This is an optimization exercise on Yosys and OpenROAD, whose aim is small area and a short achievable clock period, not a production implementation. In this exercise RTL edits were held to simulation tests only and were not proved equivalent to the original. The flow treats the clock pin as an ideal source, which a real chip does not have.

## flow/design.v (module list and top-level ports; edited modules follow where they fit)
// module fpfp_divrows: 37 lines
// module fpfp_divtail: 12 lines
// module fpfp_divconst: 15 lines
// module fpfp_frac_fin: 57 lines
// module fpfp_round_fr: 522 lines
// module fpfp_round_df: 266 lines
// module fixed_point_field_packer: 298 lines
module fixed_point_field_packer #(
    parameter W_REGION = 4
) (
    input  wire                clk,
    input  wire                rst,           
    input  wire                req_valid,
    input  wire [31:0]         cmd,
    input  wire [63:0]         a,
    input  wire [63:0]         b,
    input  wire [63:0]         f_pt,
    input  wire [63:0]         f_eta,
    input  wire [63:0]         f_phi,
    input  wire [63:0]         f_hoe,
    input  wire [63:0]         f_hoeflag,
    input  wire [63:0]         f_iso,
    input  wire [63:0]         f_isoflag,
    input  wire [63:0]         f_fb,
    input  wire [63:0]         f_timing,
    input  wire [63:0]         f_shapeflag,
    input  wire [63:0]         f_brems,
    input  wire [W_REGION-1:0] f_region,
    output reg                 rsp_valid,
    output reg                 o_illegal,
    output wire [63:0]         o_word,
    output wire [W_REGION-1:0] o_region,
    output wire [64:0]         o_ival,
    output reg                 o_sign,
    output wire [63:0]         o_mag,
    output wire                o_ok,
    output wire [31:0]         o_fval,
    output wire [11:0]         d_pt,
    output wire [31:0]         d_ptfloat,
    output wire [15:0]         d_eta,
    output wire [15:0]         d_phi,
    output wire [15:0]         d_etatc,
    output wire [15:0]         d_phitc,
    output wire                d_etasign,
    output wire                d_phisign,
    output wire [6:0]          d_etamag,
    output wire [5:0]          d_phimag,
    output wire [3:0]          d_hoe,
    output wire [1:0]          d_hoeflag,
    output wire [2:0]          d_iso,
    output wire [1:0]          d_isoflag,
    output wire [5:0]          d_fb,
    output wire [4:0]          d_timing,
    output wire [1:0]          d_shapeflag,
    output wire [1:0]          d_brems,
    output wire                d_isostandalone,
    output wire                d_isoloosetrack,
    output wire                d_shapestandalone,
    output wire                d_shapeloosetrack,
    output wire [W_REGION-1:0] d_region,
    output wire [31:0]         e_hwpt,
    output wire [15:0]         e_hweta,
    output wire [15:0]         e_hwphi,
    output wire                e_isembigger,
    output wire [2:0]          e_hoecode,
    output wire [31:0]         e_hwempt
);
  // ...
==> flow/flow/run.sh <==
#!/bin/bash
set -euo pipefail
here=$(pwd)
margin=130
rm -rf "$here/scripts_own"
cp -r "$FLOW_HOME/scripts" "$here/scripts_own"
cp "$here/flow/abc_area.script" "$here/scripts_own/abc_area.script"
bash standard.sh SCRIPTS_DIR="$here/scripts_own" synth > "$here/synth.log" 2>&1
bash standard.sh "BUFFER_PORTS_ARGS=-buffer_cell sky130_fd_sc_hd__buf_1" \
    "SETUP_SLACK_MARGIN=$margin" \
    "PRE_CTS_TCL=$here/flow/pre_cts.tcl" "POST_CTS_TCL=$here/flow/post_cts.tcl" \
    finish > "$here/layout.log" 2>&1
==> flow/flow/abc_area.script <==
strash
ifraig
scorr
dc2
strash
dch -f
map -B 0.9
topo
stime -c
==> flow/flow/post_cts.tcl <==
# Lift the fan-out limit again: it is only meant for the clock tree.
set_max_fanout 10000 [current_design]
==> flow/flow/pre_cts.tcl <==
# Clock tree synthesis puts at most this many sinks on a clock buffer.
set_max_fanout 8 [current_design]
==> flow/standard.sh <==
#!/bin/bash
# synth_recipe.tcl (not shown) runs the flow's synth.tcl, then flattens the netlist and writes it again
# the make line also repeats each setting of config.mk as NAME=value (left out here)
make -C /OpenROAD-flow-scripts/flow DESIGN_CONFIG=/design/flow/config.mk WORK_HOME=/design/flow/orfs CLKGATE_MAP_FILE= SYNTH_SCRIPT=/design/flow/synth_recipe.tcl "${@:-finish}"
==> flow/config.mk <==
export PLATFORM = sky130hd
export DESIGN_NAME = fixed_point_field_packer
export DESIGN_NICKNAME = fixed_point_field_packer
export VERILOG_FILES = /design/flow/design.v
export SDC_FILE = /design/flow/constraint.sdc
export NUM_CORES = 4
export LEC_CHECK = 0
export ABC_AREA = 1
export CAP_MARGIN = 20
export CORE_AREA = 2.3 2.72 431.02 429.76
export DIE_AREA = 0 0 433.33 433.33
export PLACE_DENSITY = 0.35
export SLEW_MARGIN = 20
export TNS_END_PERCENT = 20
==> flow/constraint.sdc <==
create_clock -name core_clock -period 180.0 [get_ports {clk}]
set_input_delay 36.0000 -clock core_clock [delete_from_list [all_inputs] [get_ports {clk}]]
set_output_delay 36.0000 -clock core_clock [all_outputs]
set_load 0.01 [all_outputs]
==> summary.txt, run 1 <==
* Largest family of logic cells by synthesized area: simple AND/OR/NAND/NOR gates
* Crit share post-route at 27.06%
* Clock Pin Slew Worst Setup and Hold Paths at 0.05 ns
* Drt wl/cell at 24.88 um
* CP bufs+invs at 17
* Top_reg_cell synth: dfxtp_1
* Met1 GRT Util at 23.92%
* Leading cell type in the layout, fill and taps excluded: nand2_1
* Yosys top cell by area: nand2_1
* Max_slew headroom at 14.36%
* Mapped Cells at 4898
* Top reg by flops: A
* Met2 Use GR at 33.77%
* Sequential cell area at 2107 sq um
* Die area at 187800 sq um
* Share of post-route cells with drive strength above 1 at 5.916%
* Global route hottest layer: met2
* Drt first pass iters at 6
* Final instance area at 32980 sq um
* Outcome: timing/DRC/antenna clean
* Largest register FFs at 64
* Core area at 183100 sq um
* Final setup viols at 0
* Hold_ws at 35.61 ns
* TritonCTS clock tree: yes
* Largest class: multi-input gates
* Tmin final at 48.71 ns
==> module fixed_point_field_packer, before the edit <==
module fixed_point_field_packer #(
    parameter W_REGION = 4
) (
    input  wire                clk,
    input  wire                rst,           
    input  wire                req_valid,
    input  wire [31:0]         cmd,
    input  wire [63:0]         a,
    input  wire [63:0]         b,
    input  wire [63:0]         f_pt,
    input  wire [63:0]         f_eta,
    input  wire [63:0]         f_phi,
    input  wire [63:0]         f_hoe,
    input  wire [63:0]         f_hoeflag,
    input  wire [63:0]         f_iso,
    input  wire [63:0]         f_isoflag,
    input  wire [63:0]         f_fb,
    input  wire [63:0]         f_timing,
    input  wire [63:0]         f_shapeflag,
    input  wire [63:0]         f_brems,
    input  wire [W_REGION-1:0] f_region,
    output reg                 rsp_valid,
    output reg                 o_illegal,
    output wire [63:0]         o_word,
    output wire [W_REGION-1:0] o_region,
    output wire [64:0]         o_ival,
    output reg                 o_sign,
    output wire [63:0]         o_mag,
    output wire                o_ok,
    output wire [31:0]         o_fval,
    output wire [11:0]         d_pt,
    output wire [31:0]         d_ptfloat,
    output wire [15:0]         d_eta,
    output wire [15:0]         d_phi,
    output wire [15:0]         d_etatc,
    output wire [15:0]         d_phitc,
    output wire                d_etasign,
    output wire                d_phisign,
    output wire [6:0]          d_etamag,
    output wire [5:0]          d_phimag,
    output wire [3:0]          d_hoe,
    output wire [1:0]          d_hoeflag,
    output wire [2:0]          d_iso,
    output wire [1:0]          d_isoflag,
    output wire [5:0]          d_fb,
    output wire [4:0]          d_timing,
    output wire [1:0]          d_shapeflag,
    output wire [1:0]          d_brems,
    output wire                d_isostandalone,
    output wire                d_isoloosetrack,
    output wire                d_shapestandalone,
    output wire                d_shapeloosetrack,
    output wire [W_REGION-1:0] d_region,
    output wire [31:0]         e_hwpt,
    output wire [15:0]         e_hweta,
    output wire [15:0]         e_hwphi,
    output wire                e_isembigger,
    output wire [2:0]          e_hoecode,
    output wire [31:0]         e_hwempt
);
    localparam KDIV = 8;    
    localparam OP_EXTU  = 5'h00, OP_EXTSM = 5'h01, OP_EXTTC = 5'h02,
               OP_PACKU = 5'h03, OP_SMENC = 5'h04, OP_SMDEC = 5'h05,
               OP_ENCPF = 5'h08, OP_ENCV1 = 5'h09, OP_ENCV2 = 5'h0A,
               OP_ENCV3 = 5'h0B, OP_DECPF = 5'h0C, OP_DECV1 = 5'h0D,
               OP_DECV2 = 5'h0E, OP_DECV3 = 5'h0F, OP_CHKPF = 5'h10,
               OP_CHKV1 = 5'h11, OP_CHKV2 = 5'h12, OP_CHKV3 = 5'h13,
               OP_ZERO  = 5'h14, OP_FRAC  = 5'h18, OP_SPLIT = 5'h19,
               OP_EMUEM = 5'h1A, OP_EMUHD = 5'h1B;
    wire [4:0] op  = cmd[4:0];
    wire [5:0] off = cmd[10:5];
    wire [6:0] wid = cmd[17:11];
    wire [5:0] sbp = cmd[23:18];
    wire [7:0] rsv = cmd[31:24];
    wire [7:0] ow  = {2'b00, off} + {1'b0, wid};
    reg legal;
    always @* begin
        if (rsv != 8'd0) legal = 1'b0;
        else case (op)
            OP_EXTU, OP_PACKU:
                legal = (sbp == 6'd0) && (ow <= 8'd64);
            OP_EXTTC:
                legal = (sbp == 6'd0) && (ow <= 8'd64) && (wid != 7'd0);
            OP_EXTSM:
                legal = (ow <= 8'd64) && !((sbp >= off) && ({2'b00, sbp} < ow));
            OP_SMENC, OP_SMDEC:
                legal = (off == 6'd0) && (sbp == 6'd0) && (wid <= 7'd64);
            OP_ENCPF, OP_ENCV1, OP_ENCV2, OP_ENCV3,
            OP_DECPF, OP_DECV1, OP_DECV2, OP_DECV3,
            OP_CHKPF, OP_CHKV1, OP_CHKV2, OP_CHKV3,
            OP_ZERO, OP_FRAC, OP_SPLIT, OP_EMUEM, OP_EMUHD:
                legal = (cmd[23:5] == 19'd0);
            default:
                legal = 1'b0;
        endcase
    end
    wire is_extsm = (op == OP_EXTSM);
    wire is_exttc = (op == OP_EXTTC);
    wire is_pack  = (op == OP_PACKU);
    wire is_smenc = (op == OP_SMENC);
    wire is_smdec = (op == OP_SMDEC);
    wire is_enc   = (op[4:2] == 3'b010);
    wire is_dec   = (op[4:2] == 3'b011);
    wire is_emu   = (op[4:1] == 4'b1101);
    wire keep_a   = is_dec | (op[4] & (op[3:2] != 2'b01));    
    wire [7:0]  mn    = is_pack ? {1'b0, wid} : (keep_a ? 8'd64 : ow);
    wire       m_all = |mn[7:6];
    reg [7:0]  m_hi, m_heq, m_lo;
    reg [63:0] mask;
    integer t;
    always @* begin
        for (t = 0; t < 8; t = t + 1) begin
            m_hi[t]  = m_all | (mn[5:3] > t[2:0]);
            m_heq[t] = ~m_all & (mn[5:3] == t[2:0]);
            m_lo[t]  = mn[2:0] > t[2:0];
        end
        for (t = 0; t < 64; t = t + 1)
            mask[t] = m_hi[t/8] | (m_heq[t/8] & m_lo[t%8]);
    end
    wire [63:0] am    = a & mask;
    wire [5:0]  bidx  = is_extsm ? sbp : (ow[5:0] - 6'd1);
    wire        bsel  = a[bidx];                    
    wire        inv   = is_extsm ? ~bsel :
                        is_smdec ? ~b[0] :
                        is_smenc ? (a[63] & (|am)) : 1'b0;
    wire        fill  = is_exttc ? bsel : (inv & ~is_smenc);
    wire        inc   = inv;
    wire        eta_pos = !f_eta[63] && (f_eta != 64'd0);
    wire [6:0]  eta_abs = f_eta[63] ? (7'd0 - f_eta[6:0]) : f_eta[6:0];
    wire        phi_pos = !f_phi[63] && (f_phi != 64'd0);
    wire [5:0]  phi_abs = f_phi[63] ? (6'd0 - f_phi[5:0]) : f_phi[5:0];
    wire [63:0] enc_pf = {34'd0, f_hoe[3:0], f_phi[6:0], f_eta[6:0], f_pt[11:0]};
    wire [63:0] enc_v1 = {12'd0, f_brems[1:0], f_shapeflag[1:0], f_timing[4:0],
                          f_fb[5:0], f_isoflag[1:0], f_iso[2:0], f_hoeflag[1:0],
                          f_hoe[3:0], f_phi[6:0], f_eta[6:0], f_pt[11:0]};
    wire [63:0] enc_v3 = {11'd0, f_brems[1:0], f_shapeflag[1:0], f_timing[4:0],
                          f_fb[5:0], f_isoflag[1:0], f_iso[2:0], f_hoeflag[1:0],
                          f_hoe[3:0], phi_pos, phi_abs, eta_pos, eta_abs,
                          f_pt[11:0]};
    wire [63:0] enc_w  = (op[1:0] == 2'b00) ? enc_pf :
                         (op[1:0] == 2'b11) ? enc_v3 : enc_v1;
    reg [63:0] pre;
    integer i;
    always @* begin
        for (i = 0; i < 64; i = i + 1) begin
            if (is_enc)       pre[i] = enc_w[63-i];
            else if (is_pack) pre[i] = am[63-i];
            else              pre[i] = mask[i] ? (a[i] ^ inv) : fill;
        end
    end
    wire [127:0] shx = {{64{fill}}, pre} >> off;
    reg [3:0]  pmsb;
    integer j;
    always @* begin
        pmsb = 4'd0;
        for (j = 0; j < 12; j = j + 1)
            if (a[j]) pmsb = j[3:0];
    end
    wire [11:0] pnrm = a[11:0] << (4'd11 - pmsb);
    wire [63:0] a_in = {(is_dec | is_emu) ? pnrm[10:0] : shx[63:53], shx[52:0]};
    wire [2:0]  fh   = op[1] ? a[30:28] : (op[0] ? b[3:1] : b[2:0]);
    wire        fsub = op[1] ? ~a[27] : (op[0] & ~b[0]);
    wire [23:0] fm   = op[1] ? {|a[11:0], pnrm[10:0], 12'd0} : {|a[30:23], a[22:0]};
    wire [7:0]  inj_p;
    wire [6:0]  t7_p;
    fpfp_divconst u_dc_p (.h(fh), .inj(inj_p), .t7(t7_p));
    wire [7:0]  r_p;
    wire [25:KDIV] q_p;
    wire [25:0] x_p = {fm, 2'b00};
    fpfp_divrows #(.HI(25), .LO(KDIV)) u_rows_p (
        .r_in(8'd0), .x(x_p[25:KDIV]), .inj(inj_p), .t7(t7_p),
        .r_out(r_p), .q(q_p)
    );
    reg [63:0]     A;
    reg            r_fill, r_inc;
    reg [1:0]      r_op;
    reg [W_REGION-1:0] r_region;
    reg [2:0]      r_h;
    reg            r_sub;
    reg [7:0]      r_rem;
    reg [25:KDIV]  r_q;
    always @(posedge clk) begin
        if (rst) rsp_valid <= 1'b0;
        else     rsp_valid <= req_valid;
    end
    always @(posedge clk) begin
        o_illegal <= !legal;
        o_sign    <= !a[63] && (a != 64'd0);
        A         <= a_in;
        r_fill    <= fill;
        r_inc     <= inc;
        r_op      <= op[1:0];
        r_region  <= f_region;
        r_h       <= fh;
        r_sub     <= fsub;
        r_rem     <= r_p;
        r_q       <= q_p;
    end
    genvar g;
    generate
        for (g = 0; g < 64; g = g + 1) begin : g_rev
            assign o_word[g] = A[63-g];
        end
    endgenerate
    reg [7:0]  byte_ones;
    reg [8:0]  byte_c;
    reg [64:0] ival;
    reg        run;
    integer u, v;
    always @* begin
        for (u = 0; u < 8; u = u + 1) byte_ones[u] = &A[8*u +: 8];
        byte_c[0] = r_inc;
        for (u = 0; u < 8; u = u + 1) byte_c[u+1] = byte_c[u] & byte_ones[u];
        for (u = 0; u < 8; u = u + 1) begin
            run = byte_c[u];
            for (v = 0; v < 8; v = v + 1) begin
                ival[8*u+v] = A[8*u+v] ^ run;
                run = run & A[8*u+v];
            end
        end
        ival[64] = r_fill ^ byte_c[8];
    end
    assign o_ival   = ival;
    assign o_mag    = o_ival[63:0];
    assign o_region = r_region;
    assign d_region = r_region;
    wire r_v3 = (r_op == 2'b11);
    wire r_v2 = (r_op == 2'b10);
    wire r_pf = (r_op == 2'b00);
    assign o_ok = (A[63:52] == 12'd0) && (!r_pf || (A[51:31] == 21'd0));
    reg [3:0] qmsb;
    integer m;
    always @* begin
        qmsb = 4'd0;
        for (m = 0; m < 12; m = m + 1)
            if (A[m]) qmsb = m[3:0];
    end
    wire        pt_nz  = |A[11:0];
    wire [7:0]  pt_exp = pt_nz ? (8'd126 + {4'd0, qmsb}) : 8'd0;
    wire [31:0] ptf    = {1'b0, pt_exp, A[63:53], 12'd0};
    wire [6:0]  eta_m  = A[18:12];
    wire [5:0]  phi_m  = A[25:20];
    wire [15:0] v3_eta = A[19] ? {9'd0, eta_m} : (16'd0 - {9'd0, eta_m});
    wire [15:0] v3_phi = A[26] ? {10'd0, phi_m} : (16'd0 - {10'd0, phi_m});
    assign d_pt      = A[11:0];
    assign d_ptfloat = ptf;
    assign d_eta     = r_v3 ? v3_eta :
                       r_v2 ? {8'd0, A[19:12]} : {9'd0, A[18:12]};
    assign d_phi     = r_v3 ? v3_phi :
                       r_pf ? {{9{A[25]}}, A[25:19]} : {9'd0, A[25:19]};
    assign d_etatc   = r_v2 ? {{8{A[19]}}, A[19:12]} : {{9{A[18]}}, A[18:12]};
    assign d_phitc   = {{9{A[25]}}, A[25:19]};
    assign d_etasign = A[19];
    assign d_phisign = A[26];
    assign d_etamag  = A[18:12];
    assign d_phimag  = A[25:20];
    assign d_hoe       = r_v3 ? A[30:27] : A[29:26];
    assign d_hoeflag   = r_v3 ? A[32:31] : A[31:30];
    assign d_iso       = r_v3 ? A[35:33] : A[34:32];
    assign d_isoflag   = r_v3 ? A[37:36] : A[36:35];
    assign d_fb        = r_v3 ? A[43:38] : A[42:37];
    assign d_timing    = r_v3 ? A[48:44] : A[47:43];
    assign d_shapeflag = r_v3 ? A[50:49] : A[49:48];
    assign d_brems     = r_v3 ? A[52:51] : A[51:50];
    assign d_isostandalone   = d_isoflag[0];
    assign d_isoloosetrack   = d_isoflag[1];
    assign d_shapestandalone = d_shapeflag[0];
    assign d_shapeloosetrack = d_shapeflag[1];
    assign e_hwpt       = ptf;
    assign e_hweta      = {v3_eta[13:0], 2'b00};
    assign e_hwphi      = {v3_phi[13:0], 2'b00};
    assign e_isembigger = A[27];
    assign e_hoecode    = A[30:28];
    wire        f_emu = r_op[1];
    wire [23:0] fm_q  = f_emu ? {pt_nz, A[63:53], 12'd0} : {|A[30:23], A[22:0]};
    wire [7:0]  fe_q  = f_emu ? pt_exp : A[30:23];
    wire        fs_q  = ~f_emu & A[31];
    wire [7:0]  inj_q;
    wire [6:0]  t7_q;
    fpfp_divconst u_dc_q (.h(r_h), .inj(inj_q), .t7(t7_q));
    wire [7:0]  r_f;
    wire [25:0] zq;
    wire [25:0] x_q = {fm_q, 2'b00};
    fpfp_divrows #(.HI(KDIV-1), .LO(2)) u_rows_q (
        .r_in(r_rem), .x(x_q[KDIV-1:2]), .inj(inj_q), .t7(t7_q),
        .r_out(r_f), .q(zq[KDIV-1:2])
    );
    wire        f_nz;
    fpfp_divtail u_tail (.r_in(r_f), .h(r_h), .q(zq[1:0]), .nz(f_nz));
    assign zq[25:KDIV] = r_q;
    wire [31:0] fr_y;
    fpfp_frac_fin u_fin (
        .s(fs_q), .e(fe_q), .M(fm_q), .h(r_h), .sub(r_sub),
        .Z(zq), .nz(f_nz), .y(fr_y)
    );
    assign o_fval   = fr_y;
    assign e_hwempt = fr_y;
endmodule
==> run 2, diff against run 1 <==
--- a/flow/design.v
+++ b/flow/design.v
@@ -907,6 +907,272 @@
         endcase
     end
 endmodule
+module fpfp_divhead (
+    input  wire [7:0]  i,
+    output reg  [12:0] o       
+);
+    always @* begin
+        case (i)
+            8'd0: o = 13'd0;
+            8'd1: o = 13'd128;
+            8'd2: o = 13'd256;
+            8'd3: o = 13'd384;
+            8'd4: o = 13'd512;
+            8'd5: o = 13'd640;
+            8'd6: o = 13'd768;
+            8'd7: o = 13'd896;
+            8'd8: o = 13'd1024;
+            8'd9: o = 13'd1152;
+            8'd10: o = 13'd1280;
+            8'd11: o = 13'd1408;
+            8'd12: o = 13'd1536;
+            8'd13: o = 13'd1664;
+            8'd14: o = 13'd1792;
+            8'd15: o = 13'd1920;
+            8'd16: o = 13'd2048;
+            8'd17: o = 13'd2176;
+            8'd18: o = 13'd2304;
+            8'd19: o = 13'd2432;
+            8'd20: o = 13'd2560;
+            8'd21: o = 13'd2688;
+            8'd22: o = 13'd2816;
+            8'd23: o = 13'd2944;
+            8'd24: o = 13'd3072;
+            8'd25: o = 13'd3200;
+            8'd26: o = 13'd3328;
+            8'd27: o = 13'd3456;
+            8'd28: o = 13'd3584;
+            8'd29: o = 13'd3712;
+            8'd30: o = 13'd3840;
+            8'd31: o = 13'd3968;
+            8'd32: o = 13'd0;
+            8'd33: o = 13'd64;
+            8'd34: o = 13'd128;
+            8'd35: o = 13'd256;
+            8'd36: o = 13'd320;
+            8'd37: o = 13'd384;
+            8'd38: o = 13'd512;
+            8'd39: o = 13'd576;
+            8'd40: o = 13'd640;
+            8'd41: o = 13'd768;
+            8'd42: o = 13'd832;
+            8'd43: o = 13'd896;
+            8'd44: o = 13'd1024;
+            8'd45: o = 13'd1088;
+            8'd46: o = 13'd1152;
+            8'd47: o = 13'd1280;
+            8'd48: o = 13'd1344;
+            8'd49: o = 13'd1408;
+            8'd50: o = 13'd1536;
+            8'd51: o = 13'd1600;
+            8'd52: o = 13'd1664;
+            8'd53: o = 13'd1792;
+            8'd54: o = 13'd1856;
+            8'd55: o = 13'd1920;
+            8'd56: o = 13'd2048;
+            8'd57: o = 13'd2112;
+            8'd58: o = 13'd2176;
+            8'd59: o = 13'd2304;
+            8'd60: o = 13'd2368;
+            8'd61: o = 13'd2432;
+            8'd62: o = 13'd2560;
+            8'd63: o = 13'd2624;
+            8'd64: o = 13'd0;
+            8'd65: o = 13'd32;
+            8'd66: o = 13'd64;
+            8'd67: o = 13'd96;
+            8'd68: o = 13'd128;
+            8'd69: o = 13'd256;
+            8'd70: o = 13'd288;
+            8'd71: o = 13'd320;
+            8'd72: o = 13'd352;
+            8'd73: o = 13'd384;
+            8'd74: o = 13'd512;
+            8'd75: o = 13'd544;
+            8'd76: o = 13'd576;
+            8'd77: o = 13'd608;
+            8'd78: o = 13'd640;
+            8'd79: o = 13'd768;
+            8'd80: o = 13'd800;
+            8'd81: o = 13'd832;
+            8'd82: o = 13'd864;
+            8'd83: o = 13'd896;
+            8'd84: o = 13'd1024;
+            8'd85: o = 13'd1056;
+            8'd86: o = 13'd1088;
+            8'd87: o = 13'd1120;
+            8'd88: o = 13'd1152;
+            8'd89: o = 13'd1280;
+            8'd90: o = 13'd1312;
+            8'd91: o = 13'd1344;
+            8'd92: o = 13'd1376;
+            8'd93: o = 13'd1408;
+            8'd94: o = 13'd1536;
+            8'd95: o = 13'd1568;
+            8'd96: o = 13'd0;
+            8'd97: o = 13'd16;
+            8'd98: o = 13'd32;
+            8'd99: o = 13'd48;
+            8'd100: o = 13'd64;
+            8'd101: o = 13'd80;
+            8'd102: o = 13'd96;
+            8'd103: o = 13'd112;
+            8'd104: o = 13'd128;
+            8'd105: o = 13'd256;
+            8'd106: o = 13'd272;
+            8'd107: o = 13'd288;
+            8'd108: o = 13'd304;
+            8'd109: o = 13'd320;
+            8'd110: o = 13'd336;
+            8'd111: o = 13'd352;
+            8'd112: o = 13'd368;
+            8'd113: o = 13'd384;
+            8'd114: o = 13'd512;
+            8'd115: o = 13'd528;
+            8'd116: o = 13'd544;
+            8'd117: o = 13'd560;
+            8'd118: o = 13'd576;
+            8'd119: o = 13'd592;
+            8'd120: o = 13'd608;
+            8'd121: o = 13'd624;
+            8'd122: o = 13'd640;
+            8'd123: o = 13'd768;
+            8'd124: o = 13'd784;
+            8'd125: o = 13'd800;
+            8'd126: o = 13'd816;
+            8'd127: o = 13'd832;
+            8'd128: o = 13'd0;
+            8'd129: o = 13'd8;
+            8'd130: o = 13'd16;
+            8'd131: o = 13'd24;
+            8'd132: o = 13'd32;
+            8'd133: o = 13'd40;
+            8'd134: o = 13'd48;
+            8'd135: o = 13'd56;
+            8'd136: o = 13'd64;
+            8'd137: o = 13'd72;
+            8'd138: o = 13'd80;
+            8'd139: o = 13'd88;
+            8'd140: o = 13'd96;
+            8'd141: o = 13'd104;
+            8'd142: o = 13'd112;
+            8'd143: o = 13'd120;
+            8'd144: o = 13'd128;
+            8'd145: o = 13'd256;
+            8'd146: o = 13'd264;
+            8'd147: o = 13'd272;
+            8'd148: o = 13'd280;
+            8'd149: o = 13'd288;
+            8'd150: o = 13'd296;
+            8'd151: o = 13'd304;
+            8'd152: o = 13'd312;
+            8'd153: o = 13'd320;
+            8'd154: o = 13'd328;
+            8'd155: o = 13'd336;
+            8'd156: o = 13'd344;
+            8'd157: o = 13'd352;
+            8'd158: o = 13'd360;
+            8'd159: o = 13'd368;
+            8'd160: o = 13'd0;
+            8'd161: o = 13'd4;
+            8'd162: o = 13'd8;
+            8'd163: o = 13'd12;
+            8'd164: o = 13'd16;
+            8'd165: o = 13'd20;
+            8'd166: o = 13'd24;
+            8'd167: o = 13'd28;
+            8'd168: o = 13'd32;
+            8'd169: o = 13'd36;
+            8'd170: o = 13'd40;
+            8'd171: o = 13'd44;
+            8'd172: o = 13'd48;
+            8'd173: o = 13'd52;
+            8'd174: o = 13'd56;
+            8'd175: o = 13'd60;
+            8'd176: o = 13'd64;
+            8'd177: o = 13'd68;
+            8'd178: o = 13'd72;
+            8'd179: o = 13'd76;
+            8'd180: o = 13'd80;
+            8'd181: o = 13'd84;
+            8'd182: o = 13'd88;
+            8'd183: o = 13'd92;
+            8'd184: o = 13'd96;
+            8'd185: o = 13'd100;
+            8'd186: o = 13'd104;
+            8'd187: o = 13'd108;
+            8'd188: o = 13'd112;
+            8'd189: o = 13'd116;
+            8'd190: o = 13'd120;
+            8'd191: o = 13'd124;
+            8'd192: o = 13'd0;
+            8'd193: o = 13'd2;
+            8'd194: o = 13'd4;
+            8'd195: o = 13'd6;
+            8'd196: o = 13'd8;
+            8'd197: o = 13'd10;
+            8'd198: o = 13'd12;
+            8'd199: o = 13'd14;
+            8'd200: o = 13'd16;
+            8'd201: o = 13'd18;
+            8'd202: o = 13'd20;
+            8'd203: o = 13'd22;
+            8'd204: o = 13'd24;
+            8'd205: o = 13'd26;
+            8'd206: o = 13'd28;
+            8'd207: o = 13'd30;
+            8'd208: o = 13'd32;
+            8'd209: o = 13'd34;
+            8'd210: o = 13'd36;
+            8'd211: o = 13'd38;
+            8'd212: o = 13'd40;
+            8'd213: o = 13'd42;
+            8'd214: o = 13'd44;
+            8'd215: o = 13'd46;
+            8'd216: o = 13'd48;
+            8'd217: o = 13'd50;
+            8'd218: o = 13'd52;
+            8'd219: o = 13'd54;
+            8'd220: o = 13'd56;
+            8'd221: o = 13'd58;
+            8'd222: o = 13'd60;
+            8'd223: o = 13'd62;
+            8'd224: o = 13'd0;
+            8'd225: o = 13'd1;
+            8'd226: o = 13'd2;
+            8'd227: o = 13'd3;
+            8'd228: o = 13'd4;
+            8'd229: o = 13'd5;
+            8'd230: o = 13'd6;
+            8'd231: o = 13'd7;
+            8'd232: o = 13'd8;
+            8'd233: o = 13'd9;
+            8'd234: o = 13'd10;
+            8'd235: o = 13'd11;
+            8'd236: o = 13'd12;
+            8'd237: o = 13'd13;
+            8'd238: o = 13'd14;
+            8'd239: o = 13'd15;
+            8'd240: o = 13'd16;
+            8'd241: o = 13'd17;
+            8'd242: o = 13'd18;
+            8'd243: o = 13'd19;
+            8'd244: o = 13'd20;
+            8'd245: o = 13'd21;
+            8'd246: o = 13'd22;
+            8'd247: o = 13'd23;
+            8'd248: o = 13'd24;
+            8'd249: o = 13'd25;
+            8'd250: o = 13'd26;
+            8'd251: o = 13'd27;
+            8'd252: o = 13'd28;
+            8'd253: o = 13'd29;
+            8'd254: o = 13'd30;
+            8'd255: o = 13'd31;
+            default: o = 13'd0;
+        endcase
+    end
+endmodule
 module fixed_point_field_packer #(
     parameter W_REGION = 4
 ) (
@@ -1073,13 +1339,16 @@
     wire [7:0]  inj_p;
     wire [6:0]  t7_p;
     fpfp_divconst u_dc_p (.h(fh), .inj(inj_p), .t7(t7_p));
+    wire [12:0] hd_p;
+    fpfp_divhead u_head_p (.i({fh, fm[23:19]}), .o(hd_p));
     wire [7:0]  r_p;
     wire [25:KDIV] q_p;
     wire [25:0] x_p = {fm, 2'b00};
-    fpfp_divrows #(.HI(25), .LO(KDIV)) u_rows_p (
-        .r_in(8'd0), .x(x_p[25:KDIV]), .inj(inj_p), .t7(t7_p),
-        .r_out(r_p), .q(q_p)
+    fpfp_divrows #(.HI(20), .LO(KDIV)) u_rows_p (
+        .r_in(hd_p[7:0]), .x(x_p[20:KDIV]), .inj(inj_p), .t7(t7_p),
+        .r_out(r_p), .q(q_p[20:KDIV])
     );
+    assign q_p[25:21] = hd_p[12:8];
     reg [63:0]     A;
     reg            r_fill, r_inc;
     reg [1:0]      r_op;
==> flow/flow/run.sh (replaced) <==
#!/bin/bash
# Own layout flow: the standard flow, except
#  - technology mapping by ABC without its blanket up-sizing (flow/abc_area.script),
#  - the smallest buffer cell on the input and output ports,
#  - timing repair aiming at a shorter period than the clock's, so that only
#    the critical paths get larger cells.
# Each tool's output goes to a log of its own in this folder.
set -euo pipefail
here=$(pwd)
margin=130
rm -rf "$here/scripts_own"
cp -r "$FLOW_HOME/scripts" "$here/scripts_own"
cp "$here/flow/abc_area.script" "$here/scripts_own/abc_area.script"
bash standard.sh SCRIPTS_DIR="$here/scripts_own" synth > "$here/synth.log" 2>&1
bash standard.sh "BUFFER_PORTS_ARGS=-buffer_cell sky130_fd_sc_hd__buf_1" \
    "SETUP_SLACK_MARGIN=$margin" "PRE_CTS_TCL=$here/flow/pre_cts.tcl" "POST_CTS_TCL=$here/flow/post_cts.tcl" finish > "$here/layout.log" 2>&1
==> flow/flow/abc_area.script (replaced) <==
strash
dch
map -B 0.9
topo
stime -c
==> flow/flow/post_cts.tcl (replaced) <==
set_max_fanout 10000 [current_design]
==> flow/flow/pre_cts.tcl (replaced) <==
set_max_fanout 8 [current_design]
==> run 2 against run 1 <==
Still clean. Cell area increased by 1.2%. Synthesized cell count increased by 2.6%. Hold slack improved by 0.017 ns. Largest cell class unchanged.
==> summary.txt, run 2 <==
* #FFs+latches synth at 104
* DRC viols at 0
* Met2 Use GR at 34.88% (+1.1 points)
* Critical Path RT at 180.34 ns
* Vias per cell at 4.627
* Slew @ Worst Pin at 1.182 ns
* Clock tree sinks at 104
* CP endpoint kind: flop
* Leading cell type in the layout, fill and taps excluded: nand2_1
* Initial Util at 14.97%
* Core area at 183100 sq um (unchanged)
* GRT Util Overall at 21.49%
* Drt first pass iters at 7 (+1)
* Most frequent cells in the layout: 1453 x nand2_1, 724 x buf_1, 711 x o21ai_0
* Yosys top cell area share at 20.29%
* Tmin final at 48.96 ns (+0.2540 ns)
* Achievable Freq at 20.42 MHz
* Startpoint Class: input port
* Worst hold start: f_region[2]
* Vias in the first global route at 34829
* Register area share after synthesis at 7.598%
* Mapped Cells at 5024 (+2.6%)
* Synth warnings at 7
* Final Hold Viols at 0
* Die H at 433.3 um
* Die X at 433.3 um
* CP most frequent cell: nand2_1
* Most instantiated cells after synthesis: 1481 x nand2_1, 720 x o21ai_0, 584 x clkinv_1
* Number of synthesized flops with an enable pin at 0
* # rows at 157
* Post-DP HPWL at 176600 um
* Met1 GRT Util at 25.95% (+2.0 points)
* Number of DRC markers in iteration 0 at 3196
* I/O pin count at 1361
* DP Worst Slack at 127.74 ns
* RSZ-0062 raised after global routing: true
* Met3 Usage GRT at 3.200%
* Drt wl/cell at 25.69 um (+3.3%)
* Yosys top cell by area: nand2_1
* Final instance area at 33360 sq um (+1.2%)
* Distinct cells, synth at 48
* Crit share post-route at 27.20% (+0.14 points)
* Slowest cell on the critical path: nor2_2
* Initial antenna violation count at 52
* Share of post-route cells with drive strength above 1 at 5.165% (-0.75 points)
* CP Max Fanout at 21
* Top_reg_cell synth: dfxtp_1
* Syn Area/Cell at 5.454 sq um
* Non-filler instance count after layout at 8189
* Top area cells in the synthesized netlist: nand2_1 20%, o21ai_0 13%, clkinv_1 8.0%, dfxtp_1 7.6%, buf_4 7.1%
* Outcome: timing/DRC/antenna clean
* Gr ovfl total at 0
* Final setup viols at 0 (unchanged)
* Final WL at 210400 um
* Largest net degree at the start of global routing at 84
* Global route hottest layer: met2
* Die area at 187800 sq um (unchanged)
* Top reg by flops: A
* Nets at 6695
* Max Cap Violations at 0
* Largest register FFs at 64 (unchanged)
* DRT antenna net count at 0
* Setup crit start: cmd[0]
* Clock Pin Slew Worst Setup and Hold Paths at 0.05 ns (about the same)
* Slowest stage delay, CP at 0.61 ns
* Worst hold path class: input port to flop
* CP Class: input port to flop
* Max_slew headroom at 20.53% (+6.2 points)
* Arrival time at the worst endpoint at 49.30 ns
* Count leader, synth: nand2_1
* Cell total after placement at 8121
* Cell Area, Placed at 32470 sq um
* Global-route wire length before repair at 283500 um
* Buffers on Ports at 732
* GPL Wtd Cong at 0.9467
* Vias at 37891
* Slew Limit Fails at 0
* Top flop regs: A x64, r_q x17, r_rem x8
* Area Overhead vs Synth at 21.75%
* Worst setup margin at 131.04 ns
* Cell Area, Synth at 27400 sq um
* Post-synth ARST share at 0%
* Setup TNS at 0 ns
* TritonCTS clock tree: yes
[run 2: layer usage]
layer,vias to the layer above,share of wire [%],routed length (um)
met2,1504,46,97410
met1,17813,41,85330
met4,10,7.5,15690
met5,-,0.029,62
met3,318,5.7,11920
li1,18246,-,-
[run 2: cell type report]
cell class              instances  area, sq um
well taps                    2464         3083
inverters                     584         2251
flip-flops and latches        104         2085
multi-input cells            4107        21600
diodes                         33        82.58
clock buffers                  25        455.4
fillers                     21845       149700
repair buffers                872         3810
[run 2: kinds of logic after synthesis]
logic type      synth area share (%)
flops                          7.598
simple gates                   37.44
xor+xnor                       6.936
other cells                  0.01368
mux                           0.9543
buf+inv                        15.07
fa+ha+maj                      6.465
compound gates                 25.53
[run 2: path summary, 6_finish.rpt]
check,to,cells after the start,slack (ns)
max,r_rem[5],78,131.04
min,r_region[2],1,35.63
[run 2: worst max-delay path: cells and delay by family]
family / cells / cell delay, ns
xor+xnor: 1 / 0.17
compound gates: 7 / 1.50
simple gates: 61 / 9.02
buf+inv: 9 / 2.53
[run 2: stage by stage]
stage / utilization [%] / hold WS, ns
3_3_place_gp: 17.73 / 36.10
3_5_place_dp: 17.74 / 36.10
5_1_grt: 18.21 / 35.62
6_report: 18.22 / 35.63
2_1_floorplan: - / 36.03
==> run 3, diff against run 2 <==
--- a/flow/design.v
+++ b/flow/design.v
@@ -1233,7 +1233,7 @@
     output wire [2:0]          e_hoecode,
     output wire [31:0]         e_hwempt
 );
-    localparam KDIV = 8;    
+    localparam KDIV = 7;    
     localparam OP_EXTU  = 5'h00, OP_EXTSM = 5'h01, OP_EXTTC = 5'h02,
                OP_PACKU = 5'h03, OP_SMENC = 5'h04, OP_SMDEC = 5'h05,
                OP_ENCPF = 5'h08, OP_ENCV1 = 5'h09, OP_ENCV2 = 5'h0A,
==> run 3 against run 2 <==
Worst setup slack better by 0.16 ns. Core utilization about the same. Non-clock buffer count unchanged. Global-route usage down 0.37 points. Cell area down 0.25%. Routed wire length down 1.4%.
==> summary.txt, run 3 <==
* Area Overhead vs Synth at 21.54%
* Die X at 433.3 um (unchanged)
* Nets at 6688 (-0.10%)
* CP endpoint kind: primary output
* Worst hold path class: input port to flop
* Largest register FFs at 64 (unchanged)
* Final Hold Viols at 0 (unchanged)
* Clock Pin Slew Worst Setup and Hold Paths at 0.08 ns (+0.03 ns)
* Vias at 38217 (+0.86%)
* Clock tree sinks at 105 (+0.96%)
* Count leader, synth: nand2_1
* Syn Area/Cell at 5.458 sq um (about the same)
* GPL Wtd Cong at 0.9664 (+2.1%)
* Core area at 183100 sq um (unchanged)
* Top_reg_cell synth: dfxtp_1
* Initial antenna violation count at 55 (+5.8%)
* Drt wl/cell at 25.40 um (-1.1%)
* Vias in the first global route at 34805 (-0.069%)
* Initial Util at 14.96% (about the same)
* CP Class: flop to primary output
* DRC viols at 0 (unchanged)
* Register area share after synthesis at 7.677% (+0.079 points)
* Number of DRC markers in iteration 0 at 3081 (-3.6%)
* #FFs+latches synth at 105 (+0.96%)
* Largest net degree at the start of global routing at 76 (-9.5%)
* GRT Util Overall at 21.11% (-0.37 points)
* # rows at 157 (unchanged)
* Max_slew headroom at 24.59% (+4.1 points)
* Die area at 187800 sq um (unchanged)
* Crit share post-route at 27.11% (-0.091 points)
* CP bufs+invs at 18 (+9)
* Top area cells in the synthesized netlist: nand2_1 19%, o21ai_0 13%, clkinv_1 8.4%, dfxtp_1 7.7%, buf_4 7.1%
* Top flop regs: A x64, r_q x18, r_rem x8
* Vias per cell at 4.679 (+1.1%)
* Post-synth ARST share at 0% (unchanged)
* Most frequent cells in the layout: 1387 x nand2_1, 721 x buf_1, 705 x o21ai_0
* Number of synthesized flops with an enable pin at 0 (unchanged)
* TritonCTS clock tree: yes
* Cell Area, Synth at 27380 sq um (about the same)
* Synth warnings at 7 (unchanged)
* Startpoint Class: flop
* Slew Limit Fails at 0 (unchanged)
* CP Max Fanout at 14 (-33%)
* RSZ-0062 raised after global routing: false
* Max Cap Violations at 0 (unchanged)
* DRT antenna net count at 0 (unchanged)
* Slew @ Worst Pin at 1.124 ns (-0.05778 ns)
* Crit path max-delay family: simple AND/OR/NAND/NOR gates
* Post-DP HPWL at 174200 um (-1.4%)
* Slowest stage delay, CP at 0.43 ns (-0.18 ns)
* I/O pin count at 1361 (unchanged)
* Mapped Cells at 5017 (-0.14%)
* Slowest cell on the critical path: dfxtp_2
* Final WL at 207500 um (-1.4%)
* Final setup viols at 0 (unchanged)
* Cell total after placement at 8114 (-0.086%)
* Global-route wire length before repair at 278900 um (-1.6%)
* Achievable Freq at 20.49 MHz (+0.33%)
* Worst setup margin at 131.20 ns (+0.1630 ns)
* Critical Path RT at 144.00 ns (-36.34 ns)
* Gr ovfl total at 0 (unchanged)
* Yosys top cell by area: nand2_1
* Outcome: timing/DRC/antenna clean
* Die H at 433.3 um (unchanged)
* Fill count at 22049 (+0.93%)
* Setup TNS at 0 ns (unchanged)
* Arrival time at the worst endpoint at 12.80 ns (-36.50 ns)
* Share of post-route cells with drive strength above 1 at 5.366% (+0.20 points)
* Tmin final at 48.80 ns (-0.1630 ns)
* Leading cell type in the layout, fill and taps excluded: nand2_1
* Yosys top cell area share at 19.47% (-0.82 points)
* Most instantiated cells after synthesis: 1420 x nand2_1, 714 x o21ai_0, 611 x clkinv_1
* Distinct cells, synth at 49 (+2.1%)
* Non-filler instance count after layout at 8168 (-0.26%)
* DP Worst Slack at 128.29 ns (+0.5440 ns)
* Drt first pass iters at 6 (-1)
* Top reg by flops: A
* Buffers on Ports at 732 (unchanged)
* CP most frequent cell: nand2_1
## run 3: cell count changes after synthesis, moves of 5 or more
cell	previous run	this run
xor2_1	176	143
o211ai_1	76	67
a211oi_1	7	14
a221o_2	0	5
nor2_1	362	413
o21ai_0	720	714
and2_2	4	11
o22ai_1	26	47
a21oi_1	230	195
o221ai_1	10	22
clkinv_1	584	611
nand2_1	1481	1420
## run 3: final cells by class
| type | count | area [sq um] | share of cell area, % |
|---|---|---|---|
| multi-input combinational | 4072 | 21440 | 64.43 |
| timing repair buffer | 872 | 3812 | 11.46 |
| tap | 2464 | 3083 | 9.264 |
| inverter | 611 | 2333 | 7.012 |
| sequential | 105 | 2107 | 6.331 |
| clock buffer | 24 | 451.7 | 1.357 |
| antenna | 20 | 50.05 | 0.1504 |
## run 3: cells by family (layout without fill, tap and decap cells)
logic type / after synthesis / in the layout / synth area share [%]
multiplexers: 27 / 27 / 0.9870
flip-flops: 105 / 105 / 7.677
adder cells (fa/ha/maj): 138 / 138 / 6.470
XOR/XNOR: 183 / 183 / 5.854
AO/OA/AOI/OAI: 1247 / 1247 / 26.17
other: 1 / 50 / 0.01370
buffers and inverters: 869 / 1507 / 15.45
AND/OR/NAND/NOR: 2447 / 2447 / 37.38
## run 3: final timing paths
check / from / end / slack, ns / cells after the start
max: r_h[1] / e_hwempt[29] / 131.20 / 73
min: f_region[3] / r_region[3] / 35.64 / 1
## run 3: per-layer routing
metal  GRT usage, %  part of all wire, %  vias up
met5         0.8847                 0.13        -
li1               -                    -    18280
met3          3.131                  5.7      322
met1          24.82                   39    18029
met2          35.20                   47     1575
met4          14.50                  7.4       11
## run 3: stage by stage
step	util (%)	area [sq um]	hold WS [ns]
2_1_floorplan	-	27490	36.03
3_3_place_gp	17.71	32420	36.10
3_5_place_dp	17.71	32430	36.10
5_1_grt	18.17	33270	35.63
6_report	18.18	33280	35.64
==> run 4, diff against run 3 <==
--- a/flow/design.v
+++ b/flow/design.v
@@ -1233,7 +1233,7 @@
     output wire [2:0]          e_hoecode,
     output wire [31:0]         e_hwempt
 );
-    localparam KDIV = 7;    
+    localparam KDIV = 6;    
     localparam OP_EXTU  = 5'h00, OP_EXTSM = 5'h01, OP_EXTTC = 5'h02,
                OP_PACKU = 5'h03, OP_SMENC = 5'h04, OP_SMDEC = 5'h05,
                OP_ENCPF = 5'h08, OP_ENCV1 = 5'h09, OP_ENCV2 = 5'h0A,
==> run 4 against run 3 <==
Fmax about the same. Cell count decreased by 0.33%. Worst setup slack got worse by 0.028 ns. Global-route usage increased by 0.41 points. Synthesized cell count decreased by 0.26%. Critical path depth increased by 21. Die area unchanged. Clock-buffer cell count decreased by 1. Non-clock buffer count decreased by 10. Cell area about the same.
==> summary.txt, run 4 <==
* Startpoint Class: input port
* DRT antenna net count at 0 (unchanged)
* Post-synthesis compound-gate area fraction at 26.98% (+0.81 points)
* Largest register FFs at 64 (unchanged)
* Cell Area, Synth at 27320 sq um (-0.22%)
* Post-Synth Simple-Gate Area at 36.73% (-0.65 points)
* Drt first pass iters at 6 (unchanged)
* Count leader, synth: nand2_1
* Die X at 433.3 um (unchanged)
* GRT Util Overall at 21.52% (+0.41 points)
* Register area share after synthesis at 7.767% (+0.090 points)
* Cell Area, Placed at 32340 sq um (-0.26%)
* Number of synthesized flops with an enable pin at 0 (unchanged)
* Worst hold path class: input port to flop
* Distinct cells, synth at 49 (unchanged)
* Critical Path RT at 180.35 ns (+36.35 ns)
* Final setup viols at 0 (unchanged)
* RSZ-0062 raised after global routing: true
* Hold_ws at 35.64 ns (+0.002000 ns)
* Vias at 38438 (+0.58%)
* CP bufs+invs at 4 (-14)
* Slew Limit Fails at 0 (unchanged)
* Top_reg_cell synth: dfxtp_1
* CP endpoint kind: flop
* Vias per cell at 4.722 (+0.91%)
* Synth Area in XOR/XNOR at 5.578% (-0.28 points)
* Global-route wire length before repair at 283500 um (+1.6%)
* GPL Wtd Cong at 0.9603 (-0.63%)
* Setup TNS at 0 ns (unchanged)
* Max_slew headroom at 18.41% (-6.2 points)
* Largest family of logic cells by synthesized area: simple AND/OR/NAND/NOR gates
* Crit path max-delay family: simple AND/OR/NAND/NOR gates
* CP Class: input port to flop
* Mux cell area share after synthesis at 1.246% (+0.26 points)
* Final WL at 211600 um (+2.0%)
* TritonCTS clock tree: yes
* Clock tree sinks at 106 (+0.95%)
* Slowest cell on the critical path: clkinv_1
* Yosys top cell by area: nand2_1
* # rows at 157 (unchanged)
* Buffers on Ports at 732 (unchanged)
* Synth warnings at 7 (unchanged)
* Most instantiated cells after synthesis: 1372 x nand2_1, 758 x o21ai_0, 590 x clkinv_1
* Non-filler instance count after layout at 8141 (-0.33%)
* Die area at 187800 sq um (unchanged)
* Top area cells in the synthesized netlist: nand2_1 19%, o21ai_0 14%, clkinv_1 8.1%, dfxtp_1 7.8%, buf_4 7.1%
* Crit share post-route at 27.12% (about the same)
* #FFs+latches synth at 106 (+0.95%)
* Die H at 433.3 um (unchanged)
* Yosys top cell area share at 18.85% (-0.62 points)
* Slew @ Worst Pin at 1.211 ns (+0.08661 ns)
* Most frequent cells in the layout: 1325 x nand2_1, 739 x o21ai_0, 717 x buf_1
* Top reg by flops: A
* Number of DRC markers in iteration 0 at 3457 (+12%)
* Vias in the first global route at 34793 (-0.034%)
* CP Max Fanout at 12 (-2)
* Final Hold Viols at 0 (unchanged)
* Arrival time at the worst endpoint at 49.17 ns (+36.37 ns)
* Initial Util at 14.92% (-0.033 points)
* Mapped Cells at 5004 (-0.26%)
* Nets at 6665 (-0.34%)
* Top flop regs: A x64, r_q x19, r_rem x8
* Clock Pin Slew Worst Setup and Hold Paths at 0.08 ns (about the same)
* Core area at 183100 sq um (unchanged)
* Achievable Freq at 20.48 MHz (about the same)
* CP most frequent cell: nand2_1
* Syn Area/Cell at 5.460 sq um (about the same)
* Post-DP HPWL at 176700 um (+1.4%)
* Leading cell type in the layout, fill and taps excluded: nand2_1
* Tmin final at 48.82 ns (+0.02800 ns)
* Cell total after placement at 8097 (-0.21%)
* Area Overhead vs Synth at 21.84%
* Outcome: timing/DRC/antenna clean
* Drt wl/cell at 25.99 um (+2.3%)
* Post-Synth Adder-Cell Area at 6.485% (+0.014 points)
* Initial antenna violation count at 49 (-11%)
* Gr ovfl total at 0 (unchanged)
* Largest net degree at the start of global routing at 76 (unchanged)
* Slowest stage delay, CP at 0.53 ns (+0.10 ns)
* Share of post-route cells with drive strength above 1 at 5.636% (+0.27 points)
* I/O pin count at 1361 (unchanged)
* Max Cap Violations at 0 (unchanged)
* Final instance area at 33290 sq um (about the same)
* Post-synth ARST share at 0% (unchanged)
* DRC viols at 0 (unchanged)
-- run 4: final timing paths --
| path | cells past startpoint | end | from |
|---|---|---|---|
| max | 94 | r_rem[6] | a[9] |
| min | 2 | rsp_valid | rst |
-- run 4: layout make-up --
cell class | instances | area [sq um]
timing repair buffer | 862 | 3752
sequential | 106 | 2123
tap | 2464 | 3083
fill | 21881 | 149800
antenna | 17 | 42.54
inverter | 590 | 2261
multi-input combinational | 4079 | 21580
clock buffer | 23 | 447.9
-- run 4: metal layers --
layer | global-route usage [%] | vias to the layer above | share of wire, %
li1 | - | 18260 | -
met1 | 25.98 | 18311 | 41
met2 | 35.63 | 1541 | 47
met3 | 3.603 | 316 | 5.9
met4 | 13.03 | 10 | 6.6
met5 | 0 | - | 0.035
-- run 4: cell families (layout without fill, tap and decap cells) --
kind of cell | count (synthesis) | after routing
other | 1 | 47
flip-flops | 106 | 106
multiplexers | 34 | 34
XOR/XNOR | 174 | 174
AND/OR/NAND/NOR | 2407 | 2407
adder cells (fa/ha/maj) | 138 | 138
buffers and inverters | 848 | 1475
AO/OA/AOI/OAI | 1296 | 1296
-- run 4: through the flow --
| step | utilization (%) | setup slack (ns) |
|---|---|---|
| finish | 18.18 | 131.18 |
| global placement | 17.67 | 126.92 |
| floorplan | - | 131.33 |
| detailed placement | 17.67 | 127.10 |
| global route | 18.17 | 129.89 |

-- afterwards: timing with drivers on the ports --
Ports are ideal in the flow. The routed layouts listed here were re-timed in OpenROAD. Step 1, drivers: a clkbuf_16 drives clk and a buf_2 each remaining input, both assumed. Step 2 times the ports against the registers' clock, not the clock port: input delays grow and output delays shrink by t, the midpoint of the rising clock arrivals with the driver on. Three values: ideal, step 1, step 2; two values: the first two.
run | t (ns) | slack for setup (ns) | worst register clock-pin slew, ns
run 1 | 0.554 | 131.294 / 131.227 / 130.857 | 0.10 / 0.10
run 2 | 0.534 | 131.040 / 131.053 / 130.519 | 0.08 / 0.08
run 3 | 0.530 | 131.203 / 131.132 / 130.853 | 0.08 / 0.08
run 4 | 0.545 | 131.175 / 131.134 / 130.588 | 0.08 / 0.08
After both steps setup and hold are still met in every run listed. For run 4, which loses most, drivers alone change the setup slack by -0.041 ns; drivers and shift together by -0.587 ns.
